This is an optimization exercise on Yosys and OpenROAD, whose aim is small area, a short achievable clock period and few clock cycles, not a production implementation. Function was checked by simulation only, so behaviour that the tests miss may differ from the original.

## flow/design.v (module list and top-level ports; edited modules follow where they fit)
// module pll_solver: 974 lines
module pll_solver (
    input  wire        clk,
    input  wire        rst_n,
    input  wire        in_valid,
    output reg         in_ready,
    input  wire [31:0] in_t,
    output reg         out_valid,
    input  wire        out_ready,
    output reg         out_found,
    output reg  [7:0]  out_fb,
    output reg  [1:0]  out_refdiv,
    output reg  [2:0]  out_post1,
    output reg  [2:0]  out_post2,
    output reg         out_hf,
    output reg  [12:0] out_f_num,
    output reg  [6:0]  out_f_den,
    output reg  [87:0] out_frame
);
  // ...
==> flow/run.sh <==
#!/bin/bash
# synth_recipe.tcl (not shown) runs the flow's synth.tcl, then flattens the netlist and writes it again
# the make line also repeats each setting of config.mk as NAME=value (left out here)
make -C /OpenROAD-flow-scripts/flow DESIGN_CONFIG=/design/flow/config.mk WORK_HOME=/design/flow/orfs CLKGATE_MAP_FILE= SYNTH_SCRIPT=/design/flow/synth_recipe.tcl finish
==> flow/config.mk <==
export PLATFORM = sky130hd
export DESIGN_NAME = pll_solver
export DESIGN_NICKNAME = pll_solver
export VERILOG_FILES = /design/flow/design.v
export SDC_FILE = /design/flow/constraint.sdc
export NUM_CORES = 4
export LEC_CHECK = 0
export ABC_AREA = 1
export CAP_MARGIN = 20
export CORE_MARGIN = 2
export CORE_UTILIZATION = 55
export PLACE_DENSITY = 0.7
export SLEW_MARGIN = 20
==> flow/constraint.sdc <==
create_clock -name core_clock -period 38.0 [get_ports {clk}]
set_input_delay 7.6000 -clock core_clock [delete_from_list [all_inputs] [get_ports {clk}]]
set_output_delay 7.6000 -clock core_clock [all_outputs]
set_load 0.01 [all_outputs]
==> reports/qor.csv, run 1 <==
metric;value;unit
postCtsSetupBuffers;0;
timing.fmax;0.107;GHz
detail-route-antenna-nets;0;
nNonClkInverters;1705;
m1WireLength;96500;um
fillCellCount;11982;
viasPerCell;5.61;
synth-edff-count;151;
layout-drive-gt1-share;3.79;%
ys_ff_latch;733;
synth_area;74700;sq um
antenna_cells;3;
synth_area_per_cell;8.47;sq um
dp_hpwl;189000;um
hold_path.class;reg -> reg;
async_reset_ff_share;0;%
fin_skew;0.0401;ns
setup_viol;0;
worst_pin_slew;1.14;ns
cp_num_cells;40;
use_met1;42.4;%
layout.cells.non_filler;10810;
outcome;complete, no violations;
synth_commonest_cells;1690 x inv_1, 1392 x ha_1, 1161 x nand2_1;
multi_input_area_share;63.4;%
cp_slowest_stage_delay;0.79;ns
wl_per_cell;20.9;um
yosys.area_share.simple;13.8;%
grt-busiest-layer;met2;
place_congestion;0.981;
tns;0;ns
Testbench counts, summed over its fixed seeds: cycles 2,448.
==> run 2: changes to the inputs <==
--- a/flow/design.v
+++ b/flow/design.v
@@ -444,7 +444,7 @@
     wire [35:0] cs16_c = ccar((s1_m36 << 4), (s1_m36 << 3), s1_m36);
     wire [35:0] cs17_s = csum({31'd0, s1_g}, cs16_s, cs16_c);
     wire [35:0] cs17_c = ccar({31'd0, s1_g}, cs16_s, cs16_c);
-    wire [35:0] s1_v36 = badd(cs17_s, cs17_c, 1'b0);
+    wire [35:0] s1_v36 = cs17_s + cs17_c + {35'd0, 1'b0};
     wire [20:0] s1_v = s1_v36[20:0];
     wire        s1_ok = s1_val & (le32({17'd0, s1_mag}, 32'd2620) | ((s1_mag == 15'd2621) & (s1_g < 5'd11))) & ~big2;    
     wire [23:0] s1_key = {~s1_ok, s1_v[16:0], s1_ord};    
@@ -477,7 +477,7 @@
     wire [35:0] cs18_c = ccar((s3_m36 << 4), (s3_m36 << 3), s3_m36);
     wire [35:0] cs19_s = csum({31'd0, s3_g}, cs18_s, cs18_c);
     wire [35:0] cs19_c = ccar({31'd0, s3_g}, cs18_s, cs18_c);
-    wire [35:0] s3_v36 = badd(cs19_s, cs19_c, 1'b0);
+    wire [35:0] s3_v36 = cs19_s + cs19_c + {35'd0, 1'b0};
     wire [20:0] s3_v = s3_v36[20:0];
     wire        s3_ok = s3_val & (le32({17'd0, s3_mag}, 32'd7863) | ((s3_mag == 15'd7864) & (s3_g < 5'd8))) & ~big2;    
     wire [24:0] s3_key = {~s3_ok, s3_v[17:0], s3_ord};    
@@ -510,7 +510,7 @@
     assign s5_g5[2] = (s5_g == 5'd20) | (s5_g == 5'd25);
     wire [35:0] cs20_s = csum((s5_m36 << 2), s5_m36, {33'd0, s5_g5});
     wire [35:0] cs20_c = ccar((s5_m36 << 2), s5_m36, {33'd0, s5_g5});
-    wire [35:0] s5_v36 = badd(cs20_s, cs20_c, 1'b0);
+    wire [35:0] s5_v36 = cs20_s + cs20_c + {35'd0, 1'b0};
     wire [20:0] s5_v = s5_v36[20:0];
     wire        s5_ok = s5_val & (le32({17'd0, s5_mag}, 32'd13106) | ((s5_mag == 15'd13107) & (s5_g5 < 5'd1))) & ~big2;    
     wire [23:0] s5_key = {~s5_ok, s5_v[16:0], s5_ord};    
@@ -541,7 +541,7 @@
     wire [35:0] cs21_c = ccar((s7_m36 << 4), (s7_m36 << 3), s7_m36);
     wire [35:0] cs22_s = csum({31'd0, s7_g}, cs21_s, cs21_c);
     wire [35:0] cs22_c = ccar({31'd0, s7_g}, cs21_s, cs21_c);
-    wire [35:0] s7_v36 = badd(cs22_s, cs22_c, 1'b0);
+    wire [35:0] s7_v36 = cs22_s + cs22_c + {35'd0, 1'b0};
     wire [20:0] s7_v = s7_v36[20:0];
     wire        s7_ok = s7_val & (le32({17'd0, s7_mag}, 32'd18349) | ((s7_mag == 15'd18350) & (s7_g < 5'd2))) & ~big2;    
     wire [25:0] s7_key = {~s7_ok, s7_v[18:0], s7_ord};    
@@ -588,7 +588,7 @@
     wire [35:0] cs25_c = ccar(cs23_s, cs23_c, cs24_s);
     wire [35:0] cs26_s = csum(cs24_c, cs25_s, cs25_c);
     wire [35:0] cs26_c = ccar(cs24_c, cs25_s, cs25_c);
-    wire [35:0] s9_E36 = badd(cs26_s, cs26_c, 1'b1);
+    wire [35:0] s9_E36 = cs26_s + cs26_c + {35'd0, 1'b1};
     wire        s9_ok = s9_val & (le32({17'd0, s9_mag}, 32'd23591) | ((s9_mag == 15'd23592) & (s9_g < 5'd24))) & ~big2;    
     wire [31:0] s9_key = {~s9_ok, s9_E36[24:0], s9_ord};
     wire [4:0] s15_f;
@@ -618,7 +618,7 @@
     assign s15_g5[2] = (s15_g == 5'd20) | (s15_g == 5'd25);
     wire [35:0] cs27_s = csum((s15_m36 << 2), s15_m36, {33'd0, s15_g5});
     wire [35:0] cs27_c = ccar((s15_m36 << 2), s15_m36, {33'd0, s15_g5});
-    wire [35:0] s15_v36 = badd(cs27_s, cs27_c, 1'b0);
+    wire [35:0] s15_v36 = cs27_s + cs27_c + {35'd0, 1'b0};
     wire [20:0] s15_v = s15_v36[20:0];
     wire        s15_ok = s15_val & ~big2;
     wire [24:0] s15_key = {~s15_ok, s15_v[17:0], s15_ord};    
@@ -661,7 +661,7 @@
     wire [35:0] cs29_c = ccar((s21_m36 << 9), {25'd0, s21_cg}, cs28_s);
     wire [35:0] cs30_s = csum(cs28_c, cs29_s, cs29_c);
     wire [35:0] cs30_c = ccar(cs28_c, cs29_s, cs29_c);
-    wire [35:0] s21_E36 = badd(cs30_s, cs30_c, 1'b1);
+    wire [35:0] s21_E36 = cs30_s + cs30_c + {35'd0, 1'b1};
     wire        s21_ok = s21_val & ~big2;
     wire [31:0] s21_key = {~s21_ok, s21_E36[24:0], s21_ord};
     wire [4:0] s25_f;
@@ -711,7 +711,7 @@
     assign s35_g5[2] = (s35_g == 5'd20) | (s35_g == 5'd25);
     wire [35:0] cs31_s = csum((s35_m36 << 2), s35_m36, {33'd0, s35_g5});
     wire [35:0] cs31_c = ccar((s35_m36 << 2), s35_m36, {33'd0, s35_g5});
-    wire [35:0] s35_v36 = badd(cs31_s, cs31_c, 1'b0);
+    wire [35:0] s35_v36 = cs31_s + cs31_c + {35'd0, 1'b0};
     wire [20:0] s35_v = s35_v36[20:0];
     wire        s35_ok = s35_val & ~big2;
     wire [25:0] s35_key = {~s35_ok, s35_v[18:0], s35_ord};    
@@ -750,7 +750,7 @@
     wire [35:0] cs32_c = ccar(s49_m36, ~(s49_m36 << 5), (s49_m36 << 8));
     wire [35:0] cs33_s = csum({25'd0, s49_cg}, cs32_s, cs32_c);
     wire [35:0] cs33_c = ccar({25'd0, s49_cg}, cs32_s, cs32_c);
-    wire [35:0] s49_E36 = badd(cs33_s, cs33_c, 1'b1);
+    wire [35:0] s49_E36 = cs33_s + cs33_c + {35'd0, 1'b1};
     wire        s49_ok = s49_val & ~big2;
     wire [31:0] s49_key = {~s49_ok, s49_E36[24:0], s49_ord};
     wire        ga_ab = le32({8'd0, s1_key}, {8'd0, s5_key});
@@ -791,17 +791,17 @@
     wire [35:0] cs35_c = ccar((e441_v36 << 9), 36'd1, cs34_s);
     wire [35:0] cs36_s = csum(cs34_c, cs35_s, cs35_c);
     wire [35:0] cs36_c = ccar(cs34_c, cs35_s, cs35_c);
-    wire [35:0] e441_E36 = badd(cs36_s, cs36_c, 1'b1);
+    wire [35:0] e441_E36 = cs36_s + cs36_c + {35'd0, 1'b1};
     wire [31:0] e441_key = {ga_key_r[23], e441_E36[24:0], ga_key_r[5:0]};
     wire [35:0] e147_v36 = {18'd0, gb_key_r[23:6]};
     wire [35:0] cs37_s = csum(~e147_v36, (e147_v36 << 2), (e147_v36 << 4));
     wire [35:0] cs37_c = ccar(~e147_v36, (e147_v36 << 2), (e147_v36 << 4));
     wire [35:0] cs38_s = csum((e147_v36 << 7), cs37_s, cs37_c);
     wire [35:0] cs38_c = ccar((e147_v36 << 7), cs37_s, cs37_c);
-    wire [35:0] e147_E36 = badd(cs38_s, cs38_c, 1'b1);
+    wire [35:0] e147_E36 = cs38_s + cs38_c + {35'd0, 1'b1};
     wire [31:0] e147_key = {gb_key_r[24], e147_E36[24:0], gb_key_r[5:0]};
     wire [35:0] e63_v36 = {17'd0, gc_key_r[24:6]};
-    wire [35:0] e63_E36 = badd(~e63_v36, (e63_v36 << 6), 1'b1);
+    wire [35:0] e63_E36 = ~e63_v36 + (e63_v36 << 6) + {35'd0, 1'b1};
     wire [31:0] e63_key = {gc_key_r[25], e63_E36[24:0], gc_key_r[5:0]};
     wire        mb0_a = le32(s9_key_r, s21_key_r);
     wire [31:0] mb0_key = mb0_a ? s9_key_r : s21_key_r;
==> reports/qor.csv, run 2 <==
metric;value;unit;change
via_count;62906;;
synth_area;75300;sq um;+0.86%
finalCritPeriodShare;24.5;%;
top_register;fifo;;
dp_hpwl;186000;um;-1.9%
synthAdderAreaFrac;35.1;%;
hold_viol_final;0;;
clk_path_buf_depth;3;;
outcome;complete, no violations;;
yosys.area.top_type_share;23.1;%;
synth_commonest_cells;1724 x inv_1, 1391 x ha_1, 1267 x nand2_1;;
post-synth-top-count-cell;inv_1;;
cts_buffers;88;;
yosysTopAreaCell;ha_1;;
placed_area;78400;sq um;
crit_slowest_cell;clkdlybuf4s50_1;;
io_buffers;97;;
cp_max_fo;2;;
num_rows;135;;
cts_tree;yes;;
start_util;55.5;%;
max_cap_violations;0;;
grt_pass1_wl;348000;um;
grt_pass1_vias;62062;;
htreeDepth;3;;
largest_reg_flops;96;;
final_cell_mix;1724 x inv_1, 1391 x ha_1, 1267 x nand2_1, 602 x nor2_1, 589 x a21oi_1;;
synth.distinct_cells;76;;
cp_slowest_stage_delay;0.57;ns;-0.22 ns
grt_use_total;31.8;%;
synth-edff-count;153;;+1.3%
required;30.40;ns;
clk_pin_slew_worst_paths;0.06;ns;
cp_top_family;buffers and inverters;;
io_pins;164;;
layout_commonest_cell;inv_1;;
synth_area_leaders;ha_1 23%, dfxtp_1 15%, fa_1 12%;;
synthFlopType;dfxtp_1;;
endpoint_kind;output pin;;
finish.instance_area;81300;sq um;
period_minus_slack;9.32;ns;
die-area;140000;sq um;
viasPerCell;5.62;;+0.16%
tns;0;ns;unchanged
cts_sinks;735;;
clock_latency;0.75;ns;
cts_resized;0;;
wl;224000;um;
worst_pin_slew;1.27;ns;+0.127 ns
critPathLaunchType;flip-flop;;
place_congestion;0.996;;+1.6%
synth_area_per_cell;8.19;sq um;-3.3%
fillCellCount;12085;;+0.86%
synth_compound_gate_area_share;11.9;%;
firstDrtPassIters;7;;
rsz0062_at_grt;no;;
area_delta_synth_final;8.00;%;
first_iter_violations;4692;;
cp_num_buf_inv;2;;
wl_per_cell;20.0;um;-4.2%
layout-drive-gt1-share;3.49;%;-0.30 points
cp.arrival;1.72;ns;
postCtsSetupBuffers;0;;unchanged
max-slew-margin-rel;14.1;%;
synthMuxAreaShare;0.0266;%;
ys_seq_area_share;21.6;%;
route.detailed.drc;0;;
grt_max_degree;66;;
yosys.area_share.simple;14.5;%;+0.77 points
ys_ff_latch;735;;+0.27%
synth_cells;9197;;
antenna_found_initial;7;;
regArea;16200;sq um;
multi_input_area;51700;sq um;
timing.fmax;0.107;GHz;about the same
setup_viol;0;;unchanged
cp_cell_sequence;inv_1 -> clkdlybuf4s50_1;;
fin_skew;0.0633;ns;+0.0232 ns
overflow;0;;
nets;11216;;
die_h;374;um;
hold_path.class;reg -> reg;;
async_reset_ff_share;0;%;unchanged
top_regs;fifo x96, s9_key_r x31;;
detail-route-antenna-nets;0;;unchanged
yosys.area_share.xor_xnor;6.69;%;
synth_top_family_by_area;adder cells;;
postCtsHoldBufs;0;;
drv_slew;0;;
critical_path_class;reg -> out;;
root_buffer;clkbuf_16;;
dieWidth;374;um;
coreArea;136000;sq um;
yosysWarnings;1;;
-- run 2: cell types whose count changed in the layout (fill, tap and decap cells not counted), sizes merged, moves of 36 or more --
| cell | previous run | this run |
|---|---|---|
| a21oi | 448 | 589 |
| o21ai | 404 | 476 |
| xor2 | 244 | 362 |
| nand2 | 1175 | 1277 |
| nand3 | 274 | 317 |
| fa | 545 | 451 |
| inv | 1708 | 1744 |
-- run 2: path summary, 6_finish.rpt --
check	slack, ns	to	start	depth (start not counted)
worst max register to register	28.90	ga_u_r[1]$_DFF_P_	b2[2]$_DFF_P_	43
worst min-delay path	0.33	big2$_DFF_P_	big1$_DFF_P_	0
worst min register to register	0.33	big2$_DFF_P_	big1$_DFF_P_	0
worst max-delay path	28.68	out_f_num[0]	fn_n[0]$_DFFE_PP_	2
-- run 2: cell type report --
class / count / area share [%]
Clock buffer: 124 / 3.07
Timing Repair Buffer: 185 / 2.01
Inverter: 1741 / 8.04
Tap cell: 1781 / 2.74
Sequential cell: 735 / 20.0
Clock inverter: 36 / 0.583
Antenna cell: 5 / 0.0154
Multi-Input combinational cell: 6587 / 63.6
-- run 2: logic make-up (layout without fill, tap and decap cells) --
logic type / count (synthesis) / in the layout
simple gates: 2571 / 2571
fa+ha+maj: 1842 / 1842
other cells: 2 / 71
buf+inv: 1939 / 2086
compound gates: 1536 / 1536
mux: 2 / 2
flops: 735 / 735
xor+xnor: 570 / 570
-- run 2: per-layer routing --
metal / GRT usage (%) / routed length, um / up-vias / share of wire, %
li1: - / - / 30395 / -
met1: 41.0 / 95600 / 29838 / 43
met2: 52.8 / 103000 / 2163 / 46
met3: 4.40 / 14300 / 504 / 6.4
met4: 14.3 / 11500 / 6 / 5.1
met5: 0 / 34 / - / 0.015
-- run 2: per-stage QoR --
stage	setup slack, ns	std cells	util, %	hold WS, ns
floorplan	26.93	9261	-	0.310
global placement	28.34	11029	57.8	0.312
detailed placement	28.32	11029	57.8	0.318
CTS	28.61	11189	60.0	0.332
global route	28.16	11189	60.0	0.338
finish	28.68	11194	60.0	0.332
Testbench counts of run 2, summed over its fixed seeds: cycles 2,448.

[port drivers added, routing unchanged]
In the flow no input, the clock included, has a driving cell. The finished layouts below were timed again as built, in two steps. Step 1, drivers: a clkbuf_16 drives clk and a buf_2 each remaining input, both assumed. Step 2 also shifts input and output timing later by t, the mid clock arrival at the registers, as if the neighbouring blocks saw the same clock. Three values: ideal, step 1, step 2; two values: the first two.
| run | shift t [ns] | slack for setup (ns) | worst setup path at the end |
|---|---|---|---|
| run 1 | 0.782 | 28.678 / 28.625 / 28.343 | input to register |
| run 2 | 0.799 | 28.681 / 28.601 / 28.324 | input to register |
After both steps every run listed still meets setup and hold. The setup slack of run 2, which loses most, moves by -0.080 ns with the drivers and by -0.357 ns with both steps.
